What follows belongs to an exercise in optimizing a design on an open flow for small area, a short achievable clock period and few clock cycles per item; a production flow would make more cautious choices. The RTL was checked by simulation tests, not by an equivalence proof against the original design. Power is estimated from default activity; no workload was simulated.

`design/flow/constraint.sdc`:
```
create_clock -name core_clock -period 24.0 [get_ports {clk}]
set_input_delay 4.8000 -clock core_clock [delete_from_list [all_inputs] [get_ports {clk}]]
set_output_delay 4.8000 -clock core_clock [all_outputs]
set_load 0.01 [all_outputs]
```
`design/flow/design.v`:
```
module direct_engine (
    input  wire        clk,
    input  wire        rst,
    input  wire        start,
    input  wire [15:0] raw,
    input  wire [15:0] coef_m,
    input  wire [15:0] coef_b,
    input  wire [7:0]  coef_r,
    output reg         done,
    output reg  [63:0] value
);
    localparam [2:0] S_IDLE  = 3'd0,
                     S_SCALE = 3'd1,
                     S_DIV   = 3'd2,
                     S_SUB   = 3'd3,
                     S_FINAL = 3'd4,
                     S_PACK  = 3'd5,
                     S_MDIV  = 3'd6;
    localparam integer QBITS = 56;    
    reg [2:0]  state;
    reg        x_s;
    reg        x_z;
    reg signed [13:0] x_e;
    reg [52:0] x_m;
    reg [15:0] m_q;
    reg [15:0] b_q;
    reg [7:0]  steps;       
    reg        scale_up;    
    reg        div_final;   
    reg        d_s;
    reg signed [13:0] d_e;
    reg [52:0] d_m;
    reg [54:0] rem;
    reg [QBITS-1:0] quo;
    reg [5:0]  div_cnt;
    function [4:0] msb17;
        input [16:0] v;
        integer i;
        begin
            msb17 = 5'd0;
            for (i = 0; i < 17; i = i + 1)
                if (v[i]) msb17 = i[4:0];
        end
    endfunction
    wire        raw_s   = raw[15];
    wire [16:0] raw_mag = raw_s ? (17'd0 - {raw[15], raw}) : {1'b0, raw};
    wire [4:0]  raw_p   = msb17(raw_mag);
    wire [52:0] raw_mn  = {36'd0, raw_mag} << (6'd52 - {1'b0, raw_p});
    wire        m_s   = m_q[15];
    wire [16:0] m_mag = m_s ? (17'd0 - {m_q[15], m_q}) : {1'b0, m_q};
    wire [4:0]  m_p   = msb17(m_mag);
    wire [52:0] m_mn  = {36'd0, m_mag} << (6'd52 - {1'b0, m_p});
    wire        nb_s   = ~b_q[15];
    wire [16:0] b_mag  = b_q[15] ? (17'd0 - {b_q[15], b_q}) : {1'b0, b_q};
    wire        b_zero = (b_q == 16'd0);
    wire [4:0]  b_p    = msb17(b_mag);
    wire [52:0] b_mn   = {36'd0, b_mag} << (6'd52 - {1'b0, b_p});
    wire [56:0] p10 = {x_m, 3'b000} + {2'b00, x_m, 1'b0};
    reg  [52:0] mul_m;
    reg         mul_g, mul_st;
    reg  [53:0] mul_r;
    reg  signed [13:0] mul_e;
    always @(*) begin
        if (p10[56]) begin
            mul_m  = p10[56:4];
            mul_g  = p10[3];
            mul_st = |p10[2:0];
            mul_e  = x_e + 14'sd4;
        end else begin
            mul_m  = p10[55:3];
            mul_g  = p10[2];
            mul_st = |p10[1:0];
            mul_e  = x_e + 14'sd3;
        end
        mul_r = {1'b0, mul_m} + {53'd0, mul_g & (mul_st | mul_m[0])};
        if (mul_r[53]) begin
            mul_r = {1'b0, 1'b1, 52'd0};
            mul_e = mul_e + 14'sd1;
        end
    end
    reg  [52:0] q_m;
    reg         q_g, q_st;
    reg  [53:0] q_r;
    reg  signed [13:0] q_e;
    always @(*) begin
        if (quo[QBITS-1]) begin
            q_m  = quo[55:3];
            q_g  = quo[2];
            q_st = (|quo[1:0]) | (|rem);
            q_e  = x_e - d_e;
        end else begin
            q_m  = quo[54:2];
            q_g  = quo[1];
            q_st = quo[0] | (|rem);
            q_e  = x_e - d_e - 14'sd1;
        end
        q_r = {1'b0, q_m} + {53'd0, q_g & (q_st | q_m[0])};
        if (q_r[53]) begin
            q_r = {1'b0, 1'b1, 52'd0};
            q_e = q_e + 14'sd1;
        end
    end
    reg         a_big;             
    reg         big_s, sml_s;
    reg signed [13:0] big_e, sml_e;
    reg  [52:0] big_m, sml_m;
    reg  [13:0] dexp;
    reg  [115:0] sml_sh;
    reg  [55:0] sml_al;
    reg  [56:0] sum;
    reg  [55:0] nrm;
    reg  [5:0]  lz;
    reg         add_z;
    reg         add_s;
    reg signed [13:0] add_e;
    reg  [53:0] add_r;
    integer k;
    always @(*) begin
        a_big = (x_e > $signed({9'd0, b_p})) ||
                ((x_e == $signed({9'd0, b_p})) && (x_m >= b_mn));
        if (a_big) begin
            big_s = x_s;  big_e = x_e;                   big_m = x_m;
            sml_s = nb_s; sml_e = $signed({9'd0, b_p});  sml_m = b_mn;
        end else begin
            big_s = nb_s; big_e = $signed({9'd0, b_p});  big_m = b_mn;
            sml_s = x_s;  sml_e = x_e;                   sml_m = x_m;
        end
        dexp = big_e - sml_e;
        sml_sh = {sml_m, 3'b000, 60'd0} >> dexp[5:0];
        if (dexp >= 14'd60) begin
            sml_al = 56'd1;
        end else begin
            sml_al = {sml_sh[115:61], sml_sh[60] | (|sml_sh[59:0])};
        end
        add_s = big_s;
        add_e = big_e;
        if (big_s == sml_s)
            sum = {1'b0, big_m, 3'b000} + {1'b0, sml_al};
        else
            sum = {1'b0, big_m, 3'b000} - {1'b0, sml_al};
        add_z = (sum == 57'd0);
        lz    = 6'd0;
        if (sum[56]) begin
            nrm   = {sum[56:2], sum[1] | sum[0]};
            add_e = add_e + 14'sd1;
        end else begin
            for (k = 0; k < 56; k = k + 1)
                if (sum[k]) lz = 6'd55 - k[5:0];
            nrm   = sum[55:0] << lz;
            add_e = add_e - $signed({8'd0, lz});
        end
        add_r = {1'b0, nrm[55:3]} + {53'd0, nrm[2] & ((nrm[1] | nrm[0]) | nrm[3])};
        if (add_r[53]) begin
            add_r = {1'b0, 1'b1, 52'd0};
            add_e = add_e + 14'sd1;
        end
    end
    wire [54:0] rem_sub = rem - {2'b00, d_m};
    wire        rem_ge  = (rem >= {2'b00, d_m});
    wire [10:0] pack_e  = x_e[10:0] + 11'd1023;
    always @(posedge clk) begin
        if (rst) begin
            state <= S_IDLE;
            done  <= 1'b0;
        end else begin
            done <= 1'b0;
            case (state)
                S_IDLE: begin
                    if (start) begin
                        x_s      <= raw_s;
                        x_z      <= (raw == 16'd0);
                        x_e      <= $signed({9'd0, raw_p});
                        x_m      <= raw_mn;
                        m_q      <= coef_m;
                        b_q      <= coef_b;
                        scale_up <= coef_r[7];
                        steps    <= coef_r[7] ? (8'd0 - coef_r) : coef_r;
                        state    <= S_SCALE;
                    end
                end
                S_SCALE: begin
                    if (steps == 8'd0) begin
                        state <= S_SUB;
                    end else if (x_z) begin
                        steps <= steps - 8'd1;
                    end else if (scale_up) begin
                        x_m   <= mul_r[52:0];
                        x_e   <= mul_e;
                        steps <= steps - 8'd1;
                    end else begin
                        div_final <= 1'b0;
                        d_s       <= 1'b0;
                        d_e       <= 14'sd3;
                        d_m       <= {3'b101, 50'd0};
                        rem       <= {2'b00, x_m};
                        quo       <= {QBITS{1'b0}};
                        div_cnt   <= 6'd0;
                        steps     <= steps - 8'd1;
                        state     <= S_DIV;
                    end
                end
                S_DIV: begin
                    quo <= {quo[QBITS-2:0], rem_ge};
                    rem <= (rem_ge ? rem_sub : rem) << 1;
                    if (div_cnt == QBITS - 1)
                        state <= S_FINAL;
                    div_cnt <= div_cnt + 6'd1;
                end
                S_FINAL: begin
                    x_s <= x_s ^ d_s;
                    x_m <= q_r[52:0];
                    x_e <= q_e;
                    state <= div_final ? S_PACK : S_SCALE;
                end
                S_SUB: begin
                    if (!b_zero) begin
                        if (x_z) begin
                            x_s <= nb_s;
                            x_z <= 1'b0;
                            x_e <= $signed({9'd0, b_p});
                            x_m <= b_mn;
                        end else if (add_z) begin
                            x_s <= 1'b0;
                            x_z <= 1'b1;
                        end else begin
                            x_s <= add_s;
                            x_e <= add_e;
                            x_m <= add_r[52:0];
                        end
                    end
                    state <= S_MDIV;
                end
                S_MDIV: begin
                    if (x_z) begin
                        x_s   <= m_s;
                        state <= S_PACK;
                    end else begin
                        div_final <= 1'b1;
                        d_s       <= m_s;
                        d_e       <= $signed({9'd0, m_p});
                        d_m       <= m_mn;
                        rem       <= {2'b00, x_m};
                        quo       <= {QBITS{1'b0}};
                        div_cnt   <= 6'd0;
                        state     <= S_DIV;
                    end
                end
                S_PACK: begin
                    value <= x_z ? {x_s, 63'd0} : {x_s, pack_e, x_m[51:0]};
                    done  <= 1'b1;
                    state <= S_IDLE;
                end
                default: state <= S_IDLE;
            endcase
        end
    end
endmodule
module pmbus_codec (
    input  wire        clk,
    input  wire        rst,
    input  wire        req_valid,
    output wire        req_ready,
    input  wire [2:0]  req_op,
    input  wire [15:0] req_raw,
    input  wire        req_cmd_ext,
    input  wire        ctx_cat_bitmap,
    input  wire        ctx_cat_voutrel,
    input  wire        ctx_slot_resolved,
    input  wire [2:0]  ctx_qfmt,
    input  wire        ctx_coef_valid,
    input  wire [15:0] ctx_coef_m,
    input  wire [15:0] ctx_coef_b,
    input  wire [7:0]  ctx_coef_r,
    input  wire        vout_valid,
    input  wire [7:0]  vout_mode,
    output reg         resp_valid,
    output reg  [3:0]  resp_status,
    output reg         resp_wr_result,
    output reg  [4:0]  resp_result,
    output reg         resp_wr_value,
    output reg  [1:0]  resp_kind,
    output reg  [63:0] resp_value
);
    localparam [2:0] OP_CLASSIFY = 3'd0,
                     OP_DECODE   = 3'd1,
                     OP_LINEAR11 = 3'd2,
                     OP_DIRECT   = 3'd3,
                     OP_VOUT     = 3'd4,
                     OP_BITMAP   = 3'd5;
    localparam [3:0] ST_OK          = 4'd0,
                     ST_NOT_IMPL    = 4'd4,
                     ST_ILLEGAL_OP  = 4'd7;
    localparam [4:0] C_BITMAP  = 5'd0,
                     C_VOUTREL = 5'd1,
                     C_LINEAR  = 5'd2,
                     C_UINT16  = 5'd3,
                     C_DIRECT  = 5'd4,
                     C_UINT8   = 5'd5,
                     C_VID     = 5'd6,
                     C_MFR     = 5'd7,
                     C_UNKNOWN = 5'd8;
    localparam [1:0] K_RAW  = 2'd0,
                     K_REAL = 2'd1,
                     K_UINT = 2'd2,
                     K_BITS = 2'd3;
    function [3:0] msb16;
        input [15:0] v;
        integer i;
        begin
            msb16 = 4'd0;
            for (i = 0; i < 16; i = i + 1)
                if (v[i]) msb16 = i[3:0];
        end
    endfunction
    function [63:0] to_f64;
        input        sgn;
        input [15:0] mag;
        input signed [5:0] exp2;
        reg   [3:0]  p;
        reg   [51:0] frac;
        reg   [10:0] bexp;
        begin
            p    = msb16(mag);
            frac = {36'd0, mag} << (6'd52 - {2'b00, p});
            bexp = 11'd1023 + {7'd0, p} + {{5{exp2[5]}}, exp2};
            if (mag == 16'd0)
                to_f64 = 64'd0;
            else
                to_f64 = {sgn, bexp, frac};
        end
    endfunction
    wire        vout_linear = vout_valid && (vout_mode[7:5] == 3'b000);
    wire        lin_s   = req_raw[10];
    wire [10:0] lin_mag = lin_s ? (11'd0 - req_raw[10:0]) : req_raw[10:0];
    wire [63:0] lin_val = to_f64(lin_s, {5'd0, lin_mag},
                                 {req_raw[15], req_raw[15:11]});
    wire [63:0] vout_val = to_f64(1'b0, req_raw,
                                  {vout_mode[4], vout_mode[4:0]});
    wire [63:0] raw_val = {48'd0, req_raw};
    reg  [4:0]  pop;
    integer j;
    always @(*) begin
        pop = 5'd0;
        for (j = 0; j < 16; j = j + 1)
            pop = pop + {4'd0, req_raw[j]};
    end
    reg  [4:0]  cls;
    always @(*) begin
        if (ctx_cat_bitmap)
            cls = C_BITMAP;
        else if (ctx_cat_voutrel && vout_linear)
            cls = C_VOUTREL;
        else if (!ctx_slot_resolved)
            cls = C_UNKNOWN;
        else begin
            case (ctx_qfmt)
                3'd0:    cls = C_LINEAR;
                3'd1:    cls = C_UINT16;
                3'd3:    cls = C_DIRECT;
                3'd4:    cls = C_UINT8;
                3'd5:    cls = C_VID;
                3'd6:    cls = C_MFR;
                default: cls = C_UNKNOWN;
            endcase
        end
    end
    wire direct_ok = ctx_coef_valid && (ctx_coef_m != 16'd0);
    reg        n_wr_result, n_wr_value, n_direct;
    reg [3:0]  n_status;
    reg [4:0]  n_result;
    reg [1:0]  n_kind;
    reg [63:0] n_value;
    always @(*) begin
        n_status    = ST_OK;
        n_wr_result = 1'b0;
        n_result    = 5'd0;
        n_wr_value  = 1'b0;
        n_kind      = K_RAW;
        n_value     = raw_val;
        n_direct    = 1'b0;
        case (req_op)
            OP_CLASSIFY: begin
                if (req_cmd_ext) begin
                    n_status = ST_NOT_IMPL;
                end else begin
                    n_wr_result = 1'b1;
                    n_result    = cls;
                end
            end
            OP_DECODE: begin
                if (req_cmd_ext) begin
                    n_status = ST_NOT_IMPL;
                end else begin
                    n_wr_result = 1'b1;
                    n_result    = cls;
                    n_wr_value  = 1'b1;
                    case (cls)
                        C_BITMAP:  n_kind = K_BITS;
                        C_VOUTREL: begin n_kind = K_REAL; n_value = vout_val; end
                        C_LINEAR:  begin n_kind = K_REAL; n_value = lin_val; end
                        C_UINT16:  n_kind = K_UINT;
                        C_DIRECT:  n_direct = direct_ok;
                        C_UINT8:   begin n_kind = K_UINT; n_value = {56'd0, req_raw[7:0]}; end
                        default:   n_kind = K_RAW;
                    endcase
                end
            end
            OP_LINEAR11: begin
                n_wr_value = 1'b1;
                n_kind     = K_REAL;
                n_value    = lin_val;
            end
            OP_DIRECT: begin
                if (req_cmd_ext) begin
                    n_status = ST_NOT_IMPL;
                end else begin
                    n_wr_value = 1'b1;
                    n_direct   = direct_ok;
                end
            end
            OP_VOUT: begin
                n_wr_value = 1'b1;
                if (vout_linear) begin
                    n_kind  = K_REAL;
                    n_value = vout_val;
                end
            end
            OP_BITMAP: begin
                n_wr_result = 1'b1;
                n_result    = pop;
                n_wr_value  = 1'b1;
                n_kind      = K_BITS;
            end
            default: n_status = ST_ILLEGAL_OP;
        endcase
    end
    reg         busy;
    wire        accept = req_valid && req_ready;
    wire        eng_done;
    wire [63:0] eng_value;
    direct_engine u_direct (
        .clk    (clk),
        .rst    (rst),
        .start  (accept && n_direct),
        .raw    (req_raw),
        .coef_m (ctx_coef_m),
        .coef_b (ctx_coef_b),
        .coef_r (ctx_coef_r),
        .done   (eng_done),
        .value  (eng_value)
    );
    assign req_ready = !busy;
    always @(posedge clk) begin
        if (rst) begin
            busy           <= 1'b0;
            resp_valid     <= 1'b0;
            resp_status    <= 4'd0;
            resp_wr_result <= 1'b0;
            resp_result    <= 5'd0;
            resp_wr_value  <= 1'b0;
            resp_kind      <= 2'd0;
            resp_value     <= 64'd0;
        end else begin
            resp_valid <= 1'b0;
            if (accept) begin
                resp_status    <= n_status;
                resp_wr_result <= n_wr_result;
                resp_result    <= n_result;
                resp_wr_value  <= n_wr_value;
                resp_kind      <= n_direct ? K_REAL : n_kind;
                resp_value     <= n_value;
                if (n_direct)
                    busy <= 1'b1;
                else
                    resp_valid <= 1'b1;
            end else if (busy && eng_done) begin
                busy       <= 1'b0;
                resp_valid <= 1'b1;
                resp_value <= eng_value;
            end
        end
    end
endmodule
```
`design/flow/config.mk`:
```
export PLATFORM = sky130hd
export DESIGN_NAME = pmbus_codec
export DESIGN_NICKNAME = pmbus_codec
export VERILOG_FILES = /design/flow/design.v
export SDC_FILE = /design/flow/constraint.sdc
export NUM_CORES = 4
export LEC_CHECK = 0
export CAP_MARGIN = 20
export CORE_MARGIN = 2
export CORE_UTILIZATION = 40
export PLACE_DENSITY = 0.6
export SLEW_MARGIN = 20
```
`design/flow/run.sh`:
```
#!/bin/bash
# synth_recipe.tcl (not shown) runs the flow's synth.tcl, then flattens the netlist and writes it again
# the make line also repeats each setting of config.mk as NAME=value (left out here)
make -C /OpenROAD-flow-scripts/flow DESIGN_CONFIG=/design/flow/config.mk WORK_HOME=/design/flow/orfs CLKGATE_MAP_FILE= SYNTH_SCRIPT=/design/flow/synth_recipe.tcl finish
```
==> run summary <==
-- critical path: cells and delay by family, from the launching register on --
kind | cells | cell delay [ns]
AOI/OAI and AO/OA | 34 | 9.90
xor gates and xnor gates | 2 | 0.35
adders and majority gates | 5 | 1.76
buffers and inverters | 12 | 2.74
DFF | 1 | 0.54
muxes | 1 | 0.42
and+or+nand+nor | 25 | 6.55
-- worst max-delay path by stage --
| stage | from | endpoint | slack, ns | depth (start not counted) |
|---|---|---|---|---|
| floorplan | u_direct.b_q[0] | u_direct.x_e[0] | 2.88 | 79 |
| global route | u_direct.b_q[0] | u_direct.x_m[24] | 0.50 | 80 |
| CTS | u_direct.b_q[0] | u_direct.x_m[41] | 2.18 | 80 |
| global placement | u_direct.b_q[0] | u_direct.x_m[41] | 2.02 | 82 |
| finish | u_direct.b_q[0] | u_direct.x_e[2] | 1.39 | 79 |
| detailed placement | u_direct.b_q[0] | u_direct.x_m[41] | 2.26 | 80 |
-- through the flow --
stage / hold WS (ns) / util / instances
6_report: 0.4473 / 0.4693 / 10750
2_1_floorplan: 0.4719 / - / 8238
3_3_place_gp: 0.4431 / 0.4565 / 10640
3_5_place_dp: 0.4446 / 0.4566 / 10640
5_1_grt: 0.4664 / 0.4691 / 10740
4_1_cts: 0.4510 / 0.4688 / 10740
-- area by class of cell --
type,count,share of cell area
Antenna cell,11,0.0003916
Clock buffer,74,0.02129
Clock inverter,27,0.004575
Inverter,371,0.01988
Multi-Input combinational cell,6924,0.6404
Sequential cell,432,0.1730
Tap cell,2016,0.03589
Timing Repair Buffer,898,0.1045
-- cells in the mapped netlist, types with 28 or more instances --
cell / count
nand3_1: 262
mux2_2: 48
xnor2_1: 317
dfxtp_1: 81
nand2_1: 871
a31oi_1: 89
nor3_1: 272
o2111ai_1: 31
xor2_1: 143
clkbuf_1: 356
a21boi_0: 28
nand2b_1: 95
ha_1: 336
a22oi_1: 67
a21o_1: 94
nor3b_1: 28
o31ai_1: 53
nor2_1: 837
o221ai_1: 42
edfxtp_1: 351
and2_1: 111
buf_1: 56
o21ai_1: 51
a221oi_1: 41
o41ai_1: 30
a211o_1: 35
o211ai_1: 106
mux2i_1: 211
o21bai_1: 57
nor4_1: 99
a211oi_1: 162
and3_1: 145
a21oi_1: 688
or2_2: 52
o21a_1: 56
nand4_1: 83
o21ai_0: 455
nor2b_1: 123
or3_1: 81
buf_2: 61
o22ai_1: 99
inv_1: 364
-- layer usage --
metal | wire length [um] | vias to the layer above | track usage
li1 | - | 31310 | -
met1 | 126600 | 33380 | 0.5146
met2 | 134300 | 4238 | 0.6023
met3 | 34350 | 942 | 0.09449
met4 | 26360 | 18 | 0.2720
met5 | 112 | - | 0
-- power by group through the flow --
stage / Clock (uW) / Combinational (uW) / Sequential, uW
final: 854 / 2090 / 877
after global routing: 891 / 2170 / 878
after CTS: 864 / 2000 / 875
after detailed placement: 0 / 1990 / 890
after global placement: 0 / 2000 / 890
after floorplan: 0 / 1100 / 882
-- flip-flops by register name, summed over array words and instances (netlist names), 2 cells and up --
register,cells
u_direct.rem,55
u_direct.b_q,16
u_direct.value,64
resp_kind,2
u_direct.steps,8
resp_result,5
u_direct.d_m,53
resp_value,64
u_direct.d_e,5
u_direct.state,3
u_direct.x_e,14
u_direct.x_m,53
resp_status,2
u_direct.div_cnt,6
u_direct.m_q,16
u_direct.quo,56
-- kinds of logic after synthesis --
logic type / Yosys count / synth area share
multiplexers: 282 / 0.05195
other: 2 / 0.0001246
adder cells (fa/ha/maj): 355 / 0.07608
XOR/XNOR: 462 / 0.06740
flip-flops: 432 / 0.2018
buffers and inverters: 882 / 0.05991
AO/OA/AOI/OAI: 2561 / 0.2859
AND/OR/NAND/NOR: 3197 / 0.2568
==> reports/results.tsv <==
stage	metric	value	unit
placement	detailed placement HPWL	255500	um
finish	Final nets	9115	
critical_path	critical path startpoint category	register	
placement	Placer Congestion	1.103	
pwr	switching share of power	0.4532	
finish	Syn-to-layout area delta	16.64	%
timing	RSZ-0062 raised after global routing	false	
finish	layout cell share with drive strength beyond 1	0.1284	
synthesis	ys async rst share	0	
floorplanning	core area	0.1498	mm^2
routing	DR iter-0 viols	8829	
floorplanning	IO Pins	158	
synthesis	sequential area share after synthesis	0.2018	
synthesis	post-synthesis register bit count	432	
pwr	Pwr Total	3817	uW
critical_path	slowest CP cell	nor3_1	
critical_path	worst r2r src	u_direct.b_q[0]	
flow_run	max-cap viol count	0	
pwr	Gate power share	0.547	
timing	Setup Skew	0.06964	ns
critical_path	CP Capture Type	register	
min_path	Worst Hold Class	reg2reg	
timing	Fin Setup TNS	0	ns
placement	IO buf count	156	
placement	DP Worst Slack	2.257	ns
critical_path	crit-path max cell delay	0.82	ns
synthesis	EDFF count, synth	351	
finish	commonest non-fill, non-tap cell in the layout	nand2_1	
global_route	global-route wire length before repair	457000	um
clocking	Num CTS Buffers	54	
clocking	CTS tree	yes	
global_route	antenna violations before repair	25	
floorplanning	Die Y	392.1	um
floorplanning	row count	142	
critical_path	crit path DAT	23.07	ns
clocking	H-tree Lvls	2	
floorplanning	Die W	392.1	um
finish	FF/Latch Area	0.01216	mm^2
critical_path	FF-to-FF End	u_direct.x_e[2]	
routing	routed len/inst	29.92	um
global_route	largest net degree at the start of global routing	129	
min_path	WHS Endpoint	resp_result[4]	
clocking	Post-CTS Setup Inserts	0	
critical_path	category of the most critical setup path	reg2reg	
synthesis	Cell Area, Synth	0.06026	mm^2
pwr	Flop pwr share	0.230	
floorplanning	Initial Utilization	0.4023	
timing	Hold Violations, Final	0	
timing	post-route clock period utilization	0.9421	
timing	worst slew pin tran	1.250	ns
placement	area post-placement	0.06839	mm^2
global_route	grt total ovfl	0	
finish	area occupied by multi-input gates	0.04501	mm^2
routing	total routed wirelength	321700	um
clocking	Skew-Pair Late Insertion Delay	0.71	ns
global_route	GRT Total Usage	0.4033	
pwr	Max VDD drop	56.52	uV
pwr	Power Dens Cells	54.30	mW/mm^2
clocking	Clock Path Buffers	3	
critical_path	R2R cell count	79	
global_route	vias in the first global route	64260	
synthesis	Mapped Avg Cell Area	7.373	um^2
timing	setup violators final	0	
finish	Fillers	15210	
synthesis	Synth Instances	8173	
clocking	clock root buffer	clkbuf_16	
critical_path	critical path peak fanout	49	
clocking	post-cts resize count	0	
routing	final antenna-violating net count	0	
synthesis	Synth cell types	138	
pwr	Internal	2087	uW
timing	Final Critical Period	22.61	ns
floorplanning	Die Area	0.1538	mm^2
critical_path	internal reg-to-reg setup slack	1.39	ns
min_path	hold path depth	2	
clocking	CTS Hold Bufs	0	
synthesis	Post-synth top flop	edfxtp_1	
critical_path	Worst EP required	24.46	ns
routing	via/cell ratio	6.500	
synthesis	Synth area leader	edfxtp_1	
clocking	Worst-path clk slew	0.07	ns
routing	Remaining DRCs	0	
synthesis	area fraction of the dominant cell type after synthesis	0.1749	
pwr	switching power total	1730	uW
timing	fin. max-slew vios	0	
min_path	Hold Startpoint	resp_result[4]	
timing	f_max	44.23	MHz
finish	most frequent cells in the layout	nand2_1, nor2_1, buf_4	
synthesis	Area contributors post-synth	edfxtp_1, ha_1, a21oi_1	
synthesis	warnings from Yosys	2	
outcome	outcome	finished clean	
timing	slew margin rel.	0.1578	
finish	post-route cell area	0.07028	mm^2
routing	Vias	69900	
routing	TritonRoute pass-1 iters	8	
pwr	Clk pwr share	0.224	
timing	Final WS setup	1.389	ns
clocking	Num Clock Sinks	432	
pwr	Leak	0.02784	uW
Testbench counts, summed over its fixed seeds: cycles 107,035, items 2,400.

separate check: timing with driven ports:
No port has a modelled driver above. Below, the same layout with a new extraction and two added sets of constraints. Step 1 assumes that a clkbuf_16 drives the clock port and a buf_2 every other input. Step 2 adds t to the input delays and takes it off the output delays; t is the mean of the earliest and latest rising clock arrival at the registers after step 1. Input paths then give back, and output paths get back, about the clock's delay inside the block. Slacks: ideal / step 1 / step 2; pairs: ideal / step 1.
shift t [ns]: 0.764
slack for setup (ns): 1.389 / 1.389 / 1.389
hold slack, ns: 0.447 / 0.447 / 0.447
worst register clock-pin slew, ns: 0.07 / 0.07
After both steps setup and hold are still met in this run. For this run, drivers alone change the setup slack by 0.000 ns; drivers and shift together by 0.000 ns.
